Context: an optimization exercise on an open-source flow, tuned for small area. The choices shown serve that exercise and are no tape-out recipe. Only simulation tests tie the RTL to the original design; equivalence was not proved. No driver is modelled on the clock port, so clocking that relies on it looks cheaper here than on a real chip. Power and IR drop assume default switching activity.

v27:
Design pxc_decoder, start of the top module:
module pxc_decoder (
    input             clk,
    input             rst,
    input             start,
    input      [3:0]  op,
    input      [4:0]  fmt,
    input      [10:0] width,
    input      [10:0] height,
    input      [23:0] in_len,
    output            busy,
    output            done,
    output     [2:0]  sel_codec,
    output reg        sel_ov,
    output reg        sel_lr,
    output reg [1:0]  err,
    output reg [10:0] err_info,
    output reg        w_rsvd,
    output reg        w_dim,
    output reg        w_fmt,
    output reg        w_trunc,
    output reg        w_fallback,
    output reg [31:0] hdr,
    output            in_re,
    output     [21:0] in_addr,
    input      [31:0] in_rdata,
    output            pal_re,
    output     [7:0]  pal_raddr,
    input      [31:0] pal_rdata,
    output            pal_we,
    output     [7:0]  pal_waddr,
    output     [31:0] pal_wdata,
    output            out_we,
    output     [21:0] out_addr,
    output     [31:0] out_data
);
    localparam [4:0]
        S_IDLE   = 5'd0,
        S_FIN    = 5'd1,
  ...
Size in the first run: about 160 flip-flops, roughly 12000 µm² of cells after synthesis.
clock: 10.0 ns
lec_check: 0
abc_area: 1
cap_margin: 20
core_margin: 2
core_utilization: 40
slew_margin: 20
standard.sh (not shown) runs the stock make flow with config.mk's settings and CLKGATE_MAP_FILE= SYNTH_SCRIPT=/design/flow/synth_recipe.tcl, a recipe that flattens the netlist after the stock synthesis.
==> flow/flow/run.sh <==
#!/bin/bash
# The standard layout (standard.sh: the standard synthesis and ORFS flow), with these
# changes to how the layout is built:
#  - global placement buffers every port with the smallest buffer, buf_1, instead of
#    the default choice; every input and output port still gets its own buffer;
#  - placement is not timing driven; the synthesis buffers are removed before it
#    (flow/pre_gpl.tcl), as timing-driven placement would do;
#  - clock tree synthesis builds the tree from clkbuf_16 in clusters of up to 40 sinks and adds no dummy loads;
# make's full output goes to make_finish.log here; each ORFS step keeps its own log
# under orfs/logs.
set -euo pipefail
here=$(pwd)
bash standard.sh \
  "BUFFER_PORTS_ARGS=-buffer_cell sky130_fd_sc_hd__buf_1" \
  "GPL_TIMING_DRIVEN=0" \
  "PRE_GLOBAL_PLACE_TCL=$here/flow/pre_gpl.tcl" \
  "CTS_ARGS=-sink_clustering_enable -repair_clock_nets -dont_use_dummy_load -buf_list sky130_fd_sc_hd__clkbuf_16 -sink_clustering_size 40 -sink_clustering_max_diameter 150" \
  finish > make_finish.log 2>&1
==> flow/flow/pre_gpl.tcl <==
# Before global placement: take out the buffers synthesis inserted (the standard flow
# does this only for timing-driven placement); ports are buffered right after this.
remove_buffers
Inputs modified between v27 and v11:
--- a/flow/flow/run.sh
+++ b/flow/flow/run.sh
@@ -7,3 +7,3 @@
 #    (flow/pre_gpl.tcl), as timing-driven placement would do;
-#  - clock tree synthesis builds the tree from clkbuf_16 in clusters of up to 40 sinks and adds no dummy loads;
+#  - clock tree synthesis builds the tree from clkbuf_8 and adds no dummy loads;
 # make's full output goes to make_finish.log here; each ORFS step keeps its own log
@@ -16,3 +16,3 @@
   "PRE_GLOBAL_PLACE_TCL=$here/flow/pre_gpl.tcl" \
-  "CTS_ARGS=-sink_clustering_enable -repair_clock_nets -dont_use_dummy_load -buf_list sky130_fd_sc_hd__clkbuf_16 -sink_clustering_size 40 -sink_clustering_max_diameter 150" \
+  "CTS_ARGS=-sink_clustering_enable -repair_clock_nets -dont_use_dummy_load -buf_list sky130_fd_sc_hd__clkbuf_8" \
   finish > make_finish.log 2>&1
Notes after the runs:
- v11 packs its core looser than v27.
- Per the comparison of v11 with v27, fraction of area in clock buffers and inverters -1.4 points, non-clock buffer count now sits higher.
- Layout buffering overhead excluding clock cells: v11 vs v27 up 0.31 points
- Against v27, v11 comes in 1.6 points higher on switching part of the total.
- Post-route clock period utilization: v11 higher than v27

== violet ==
pxc_decoder, a different RTL version from the one above (not shown whole).
For scale: ~1300 cells after synthesis, ~160 flip-flops.
Settings: LEC_CHECK=0, ABC_AREA=0, CAP_MARGIN=20, CORE_MARGIN=2, CORE_UTILIZATION=40, SLEW_MARGIN=20; clock period 10.0 ns.
==> flow/flow/run.sh <==
#!/bin/bash
# The standard layout (standard.sh: the standard synthesis and ORFS flow), with two
# changes to how the layout is built:
#  - global placement buffers every port with the smallest buffer, buf_1, instead of
#    the default choice; every input and output port still gets its own buffer;
#  - clock tree synthesis builds the tree from clkbuf_8 and adds no dummy loads.
# make's full output goes to make_finish.log here; each ORFS step keeps its own log
# under orfs/logs.
set -euo pipefail
bash standard.sh \
  "BUFFER_PORTS_ARGS=-buffer_cell sky130_fd_sc_hd__buf_1" \
  "CTS_ARGS=-sink_clustering_enable -repair_clock_nets -dont_use_dummy_load -buf_list sky130_fd_sc_hd__clkbuf_8" \
  finish > make_finish.log 2>&1
Input-level comparison between indigo and violet:
Settings: swapping 0 for 1 in ABC_AREA.
==> flow/flow/run.sh <==
#!/bin/bash
# The standard layout (standard.sh: the standard synthesis and ORFS flow), with these
# changes to how the layout is built:
#  - global placement buffers every port with the smallest buffer, buf_1, instead of
#    the default choice; every input and output port still gets its own buffer;
#  - placement is not timing driven; the synthesis buffers are removed before it
#    (flow/pre_gpl.tcl), as timing-driven placement would do;
#  - clock tree synthesis builds the tree from clkbuf_8 and adds no dummy loads;
#  - after global routing, ORFS's power recovery downsizes gates on paths with slack.
# make's full output goes to make_finish.log here; each ORFS step keeps its own log
# under orfs/logs.
set -euo pipefail
here=$(pwd)
bash standard.sh \
  "BUFFER_PORTS_ARGS=-buffer_cell sky130_fd_sc_hd__buf_1" \
  "GPL_TIMING_DRIVEN=0" \
  "PRE_GLOBAL_PLACE_TCL=$here/flow/pre_gpl.tcl" \
  "CTS_ARGS=-sink_clustering_enable -repair_clock_nets -dont_use_dummy_load -buf_list sky130_fd_sc_hd__clkbuf_8" \
  "RECOVER_POWER=100" \
  finish > make_finish.log 2>&1
==> flow/flow/pre_gpl.tcl (new file) <==
# Before global placement: take out the buffers synthesis inserted (the standard flow
# does this only for timing-driven placement); ports are buffered right after this.
remove_buffers
==> comparison <==
[flow] indigo | stages: complete | final checks: fail | reason: max-capacitance violations, max-slew violations. Against violet, maximum vdd drop in indigo came out better. From violet to indigo the numbers moved as follows: mux cell area share after synthesis down 3.8 points, max capacitance violation total went up by 3, final area now sits lower. For number of global-route vias before repair, indigo and violet come out practically identical. Per the comparison of indigo with violet, data-path buffer share of cell area in the final layout went down 2.2 points; count of buffers added by post-CTS timing repair for setup went up 3. indigo has detailed placer's ending HPWL below what violet had. Compared with violet, indigo shows power higher by 30%.
The following lists how cedar was set up differently from indigo:
--- a/flow/flow/run.sh
+++ b/flow/flow/run.sh
@@ -7,4 +7,3 @@
 #    (flow/pre_gpl.tcl), as timing-driven placement would do;
-#  - clock tree synthesis builds the tree from clkbuf_8 and adds no dummy loads;
-#  - after global routing, ORFS's power recovery downsizes gates on paths with slack.
+#  - clock tree synthesis builds the tree from clkbuf_8 in clusters of up to 24 sinks and adds no dummy loads;
 # make's full output goes to make_finish.log here; each ORFS step keeps its own log
@@ -17,4 +16,3 @@
   "PRE_GLOBAL_PLACE_TCL=$here/flow/pre_gpl.tcl" \
-  "CTS_ARGS=-sink_clustering_enable -repair_clock_nets -dont_use_dummy_load -buf_list sky130_fd_sc_hd__clkbuf_8" \
-  "RECOVER_POWER=100" \
+  "CTS_ARGS=-sink_clustering_enable -repair_clock_nets -dont_use_dummy_load -buf_list sky130_fd_sc_hd__clkbuf_8 -sink_clustering_size 24 -sink_clustering_max_diameter 100" \
   finish > make_finish.log 2>&1
==> run summary <==
Comparing cedar against indigo, there is no change at all in proportion of synthesized flip-flops having asynchronous set or reset.
cedar: PASS, flow complete, no timing, DRC or antenna violations
From indigo to cedar the numbers moved as follows: total via count in the routed design flat; fraction of cell area in non-clock buffers flat; wire length after detailed routing flat.
Here is what was changed in the inputs of harbor compared with cedar.
--- a/flow/flow/run.sh
+++ b/flow/flow/run.sh
@@ -7,3 +7,3 @@
 #    (flow/pre_gpl.tcl), as timing-driven placement would do;
-#  - clock tree synthesis builds the tree from clkbuf_8 in clusters of up to 24 sinks and adds no dummy loads;
+#  - clock tree synthesis builds the tree from clkbuf_8 and adds no dummy loads;
 # make's full output goes to make_finish.log here; each ORFS step keeps its own log
@@ -16,3 +16,3 @@
   "PRE_GLOBAL_PLACE_TCL=$here/flow/pre_gpl.tcl" \
-  "CTS_ARGS=-sink_clustering_enable -repair_clock_nets -dont_use_dummy_load -buf_list sky130_fd_sc_hd__clkbuf_8 -sink_clustering_size 24 -sink_clustering_max_diameter 100" \
+  "CTS_ARGS=-sink_clustering_enable -repair_clock_nets -dont_use_dummy_load -buf_list sky130_fd_sc_hd__clkbuf_8" \
   finish > make_finish.log 2>&1
Notes after the runs:
harbor | stages: all done | timing, DRC, antenna: all pass. The share of power burned in combinational logic of cedar and that of harbor are within noise of each other. Diff cedar..harbor | share of total power consumed by net switching | unchanged. From harbor to cedar, post-detailed-routing wire length did not move at all. [compare] base=cedar new=harbor: summed area of non-filler cells in the final layout comparable, hold slack about even, global-route usage shows no meaningful change.

Another version of the RTL of pxc_decoder (not shown whole).
Size in the first run: about 160 flip-flops, about 310 I/O pins, roughly 11,000 um2 of cells after synthesis.
Settings: LEC_CHECK=0, ABC_AREA=1, CAP_MARGIN=20, CORE_MARGIN=2, CORE_UTILIZATION=60, SLEW_MARGIN=20; clock period 10.0 ns.
==> flow/flow/run.sh <==
#!/bin/bash
# The standard layout (standard.sh: the standard synthesis and ORFS flow), with these
# changes to how the layout is built:
#  - global placement buffers every port with the smallest buffer, buf_1, instead of
#    the default choice; every input and output port still gets its own buffer;
#  - placement is not timing driven; the synthesis buffers are removed before it
#    (flow/pre_gpl.tcl), as timing-driven placement would do;
#  - after clock tree synthesis, gates on paths with slack are downsized
#    (flow/post_cts.tcl);
#  - clock tree synthesis builds the tree from clkbuf_8 and adds no dummy loads;
# make's full output goes to make_finish.log here; each ORFS step keeps its own log
# under orfs/logs.
set -euo pipefail
here=$(pwd)
bash standard.sh \
  "BUFFER_PORTS_ARGS=-buffer_cell sky130_fd_sc_hd__buf_1" \
  "GPL_TIMING_DRIVEN=0" \
  "PRE_GLOBAL_PLACE_TCL=$here/flow/pre_gpl.tcl" \
  "POST_CTS_TCL=$here/flow/post_cts.tcl" \
  "CTS_ARGS=-sink_clustering_enable -repair_clock_nets -dont_use_dummy_load -buf_list sky130_fd_sc_hd__clkbuf_8" \
  finish > make_finish.log 2>&1
==> flow/flow/post_cts.tcl <==
# After clock tree synthesis: downsize gates on paths with setup slack (ORFS's power
# recovery), then fix any slew/capacitance it caused and legalize the placement.
# Global routing repairs design rules and timing again afterwards, as usual.
estimate_parasitics -placement
repair_timing -recover_power 100 -match_cell_footprint -verbose
repair_design -slew_margin 20 -cap_margin 20 -match_cell_footprint
detailed_placement
check_placement -verbose
==> flow/flow/pre_gpl.tcl <==
# Before global placement: take out the buffers synthesis inserted (the standard flow
# does this only for timing-driven placement); ports are buffered right after this.
remove_buffers
The baseline completed with no timing, DRC or antenna violations.
Next try:
--- a/flow/flow/run.sh
+++ b/flow/flow/run.sh
@@ -7,4 +7,2 @@
 #    (flow/pre_gpl.tcl), as timing-driven placement would do;
-#  - after clock tree synthesis, gates on paths with slack are downsized
-#    (flow/post_cts.tcl);
 #  - clock tree synthesis builds the tree from clkbuf_8 and adds no dummy loads;
@@ -18,3 +16,2 @@
   "PRE_GLOBAL_PLACE_TCL=$here/flow/pre_gpl.tcl" \
-  "POST_CTS_TCL=$here/flow/post_cts.tcl" \
   "CTS_ARGS=-sink_clustering_enable -repair_clock_nets -dont_use_dummy_load -buf_list sky130_fd_sc_hd__clkbuf_8" \
Settings changed: CORE_UTILIZATION 60 to 75.
removed: flow/flow/post_cts.tcl
Worst setup slack is worse by 0.18 ns.
Worst hold slack is worse by 0.014 ns.
Via count went up by roughly a tenth.
Clock skew barely changes.
Fmax went down slightly.
Wire length went up by a few percent.
Power went up by a few percent.
Utilization went up by 18 points.
Next try:
Settings changed: CORE_UTILIZATION 75 to 40.
Final cell count went up by 10%.
Die area rises by 84%.
Sequential cell count stays the same.
Clock skew is higher by 0.0083 ns.
Worst setup slack gets better by 0.41 ns.
Global-route usage came out lower by 22 points.
Wire length rose by 0.70%.
First-iteration DRC count drops by 60%.
Clock power barely changes.
Area after synthesis does not change.
Next try:
Settings changed: CORE_UTILIZATION 40 to 60.
Outcome:
- die area goes down by a quarter to a third
- sequential share of layout area goes up by 0.61 points
- flip-flop and latch count does not change
- routed wire length goes down by a little under a tenth
- clock power goes down slightly
- critical path depth goes down by 2
- design area goes down slightly
- cell count goes down by a little under a tenth
- worst hold slack stays flat
Next try:
Settings changed: CAP_MARGIN 20 to 5, CORE_UTILIZATION 60 to 40, SLEW_MARGIN 20 to 5.
What happened: Area after synthesis does not change. Sequential power is about the same. Clock skew rises by 0.018 ns. Final area rises by 2.0%. Total power rises by 0.97%. Worst setup slack gets better by 0.18 ns. Synthesized cell count stays the same.

lane 1:
pxc_decoder with an RTL version that a note above also has.
Size in the first run: ~1500 cells after synthesis, roughly 160 flip-flops, about 310 I/O pins, about 12000 um^2 of cells after synthesis.
Design pxc_decoder, start of the top module:
module pxc_decoder (
    input             clk,
    input             rst,
    input             start,
    input      [3:0]  op,
    input      [4:0]  fmt,
    input      [10:0] width,
    input      [10:0] height,
    input      [23:0] in_len,
    output            busy,
    output            done,
    output     [2:0]  sel_codec,
    output reg        sel_ov,
    output reg        sel_lr,
    output reg [1:0]  err,
    output reg [10:0] err_info,
    output reg        w_rsvd,
    output reg        w_dim,
    output reg        w_fmt,
    output reg        w_trunc,
    output reg        w_fallback,
    output reg [31:0] hdr,
    output            in_re,
    output     [21:0] in_addr,
    input      [31:0] in_rdata,
    output            pal_re,
    output     [7:0]  pal_raddr,
    input      [31:0] pal_rdata,
    output            pal_we,
    output     [7:0]  pal_waddr,
    output     [31:0] pal_wdata,
    output            out_we,
    output     [21:0] out_addr,
    output     [31:0] out_data
);
==> flow/config.mk <==
export PLATFORM = sky130hd
export DESIGN_NAME = pxc_decoder
export DESIGN_NICKNAME = pxc_decoder
export VERILOG_FILES = /design/flow/design.v
export SDC_FILE = /design/flow/constraint.sdc
export NUM_CORES = 4
export LEC_CHECK = 0
export ABC_AREA = 1
export CAP_MARGIN = 20
export CORE_MARGIN = 2
export CORE_UTILIZATION = 40
export SLEW_MARGIN = 20
==> flow/constraint.sdc <==
create_clock -name core_clock -period 10.0 [get_ports {clk}]
set_input_delay 2.0000 -clock core_clock [delete_from_list [all_inputs] [get_ports {clk}]]
set_output_delay 2.0000 -clock core_clock [all_outputs]
set_load 0.01 [all_outputs]
==> flow/flow/run.sh <==
#!/bin/bash
# The standard layout (standard.sh: the standard synthesis and ORFS flow), with two
# changes to how the layout is built:
#  - global placement buffers every port with the smallest buffer, buf_1, instead of
#    the default choice; every input and output port still gets its own buffer;
#  - clock tree synthesis builds the tree from clkbuf_8 and adds no dummy loads.
# make's full output goes to make_finish.log here; each ORFS step keeps its own log
# under orfs/logs.
set -euo pipefail
bash standard.sh \
  "BUFFER_PORTS_ARGS=-buffer_cell sky130_fd_sc_hd__buf_1" \
  "CTS_ARGS=-sink_clustering_enable -repair_clock_nets -dont_use_dummy_load -buf_list sky130_fd_sc_hd__clkbuf_8" \
  finish > make_finish.log 2>&1
The following lists how lane 2 was set up differently from lane 1:
==> flow/run.sh (new file) <==
#!/bin/bash
# synth_recipe.tcl (not shown) runs the flow's synth.tcl, then flattens the netlist and writes it again
# the make line also repeats each setting of config.mk as NAME=value (left out here)
make -C /OpenROAD-flow-scripts/flow DESIGN_CONFIG=/design/flow/config.mk WORK_HOME=/design/flow/orfs CLKGATE_MAP_FILE= SYNTH_SCRIPT=/design/flow/synth_recipe.tcl finish
removed: flow/flow/run.sh
removed: flow/standard.sh
Findings:
- The filler cell count in the final layout in lane 2 is 0.930 times that in lane 1.
- Compared with lane 1, lane 2 shows a higher placed cell area.
- Lane 1 tops out at a higher clock frequency than lane 2.
- The final worst hold slack was comparable across lane 1 and lane 2.
- Going from lane 1 to lane 2, via count grows by about 1.1%.
- Looking only at total detailed-routing wirelength, and setting everything else aside, the lower value of lane 1 and lane 2 goes to lane 1.
- Of lane 1 and lane 2, the lower total routing usage reported by global routing belongs to lane 1.
- Lane 2 vs. lane 1: synthesized netlist cell count now sits at about the same level, total power shows an increase of about 16%.

==> port drivers added, routing unchanged <==
The results above use ideal ports. As a check the final layouts listed here were re-extracted and re-timed, cells and wires unchanged. Step 1 (the two cells are an assumption about what drives the block):
set clk [get_ports {clk}]
set_driving_cell -lib_cell sky130_fd_sc_hd__clkbuf_16 $clk
set_driving_cell -lib_cell sky130_fd_sc_hd__buf_2 [delete_from_list [all_inputs] $clk]
Step 2 also shifts input and output timing later by t, the mid clock arrival at the registers, as if the neighbouring blocks saw the same clock. Three values: no drivers, after step 1, after step 2; two values: the first two.
| run | shift t [ns] | setup slack, ns | worst hold slack (ns) | worst setup path at the end |
|---|---|---|---|---|
| v27 | 0.484 | 0.405 / 0.405 / 0.405 | 0.480 / 0.480 / 0.480 | register to register |
| v11 | 0.510 | 0.366 / 0.366 / 0.366 | 0.483 / 0.483 / 0.483 | register to register |
| violet | 0.512 | 0.326 / 0.326 / 0.326 | 0.459 / 0.459 / 0.459 | register to register |
| indigo | 0.512 | 0.399 / 0.399 / 0.399 | 0.460 / 0.460 / 0.460 | register to register |
| cedar | 0.512 | 0.449 / 0.449 / 0.449 | 0.461 / 0.461 / 0.461 | register to register |
| harbor | 0.512 | 0.449 / 0.449 / 0.449 | 0.461 / 0.461 / 0.461 | register to register |
| the first run of note 3 | 0.509 | 0.359 / 0.359 / 0.359 | 0.489 / 0.489 / 0.489 | register to register |
| the second run of note 3 | 0.518 | 0.181 / 0.181 / 0.181 | 0.475 / 0.475 / 0.475 | register to register |
| the third run of note 3 | 0.506 | 0.587 / 0.587 / 0.587 | 0.489 / 0.489 / 0.489 | register to register |
| the fourth run of note 3 | 0.502 | 0.387 / 0.387 / 0.387 | 0.491 / 0.491 / 0.491 | register to register |
| the fifth run of note 3 | 0.499 | 0.564 / 0.564 / 0.564 | 0.487 / 0.487 / 0.487 | register to register |
| lane 1 | 0.497 | 0.558 / 0.558 / 0.558 | 0.453 / 0.453 / 0.453 | register to register |
| lane 2 | 0.474 | 0.519 / 0.519 / 0.519 | 0.456 / 0.456 / 0.456 | register to register |
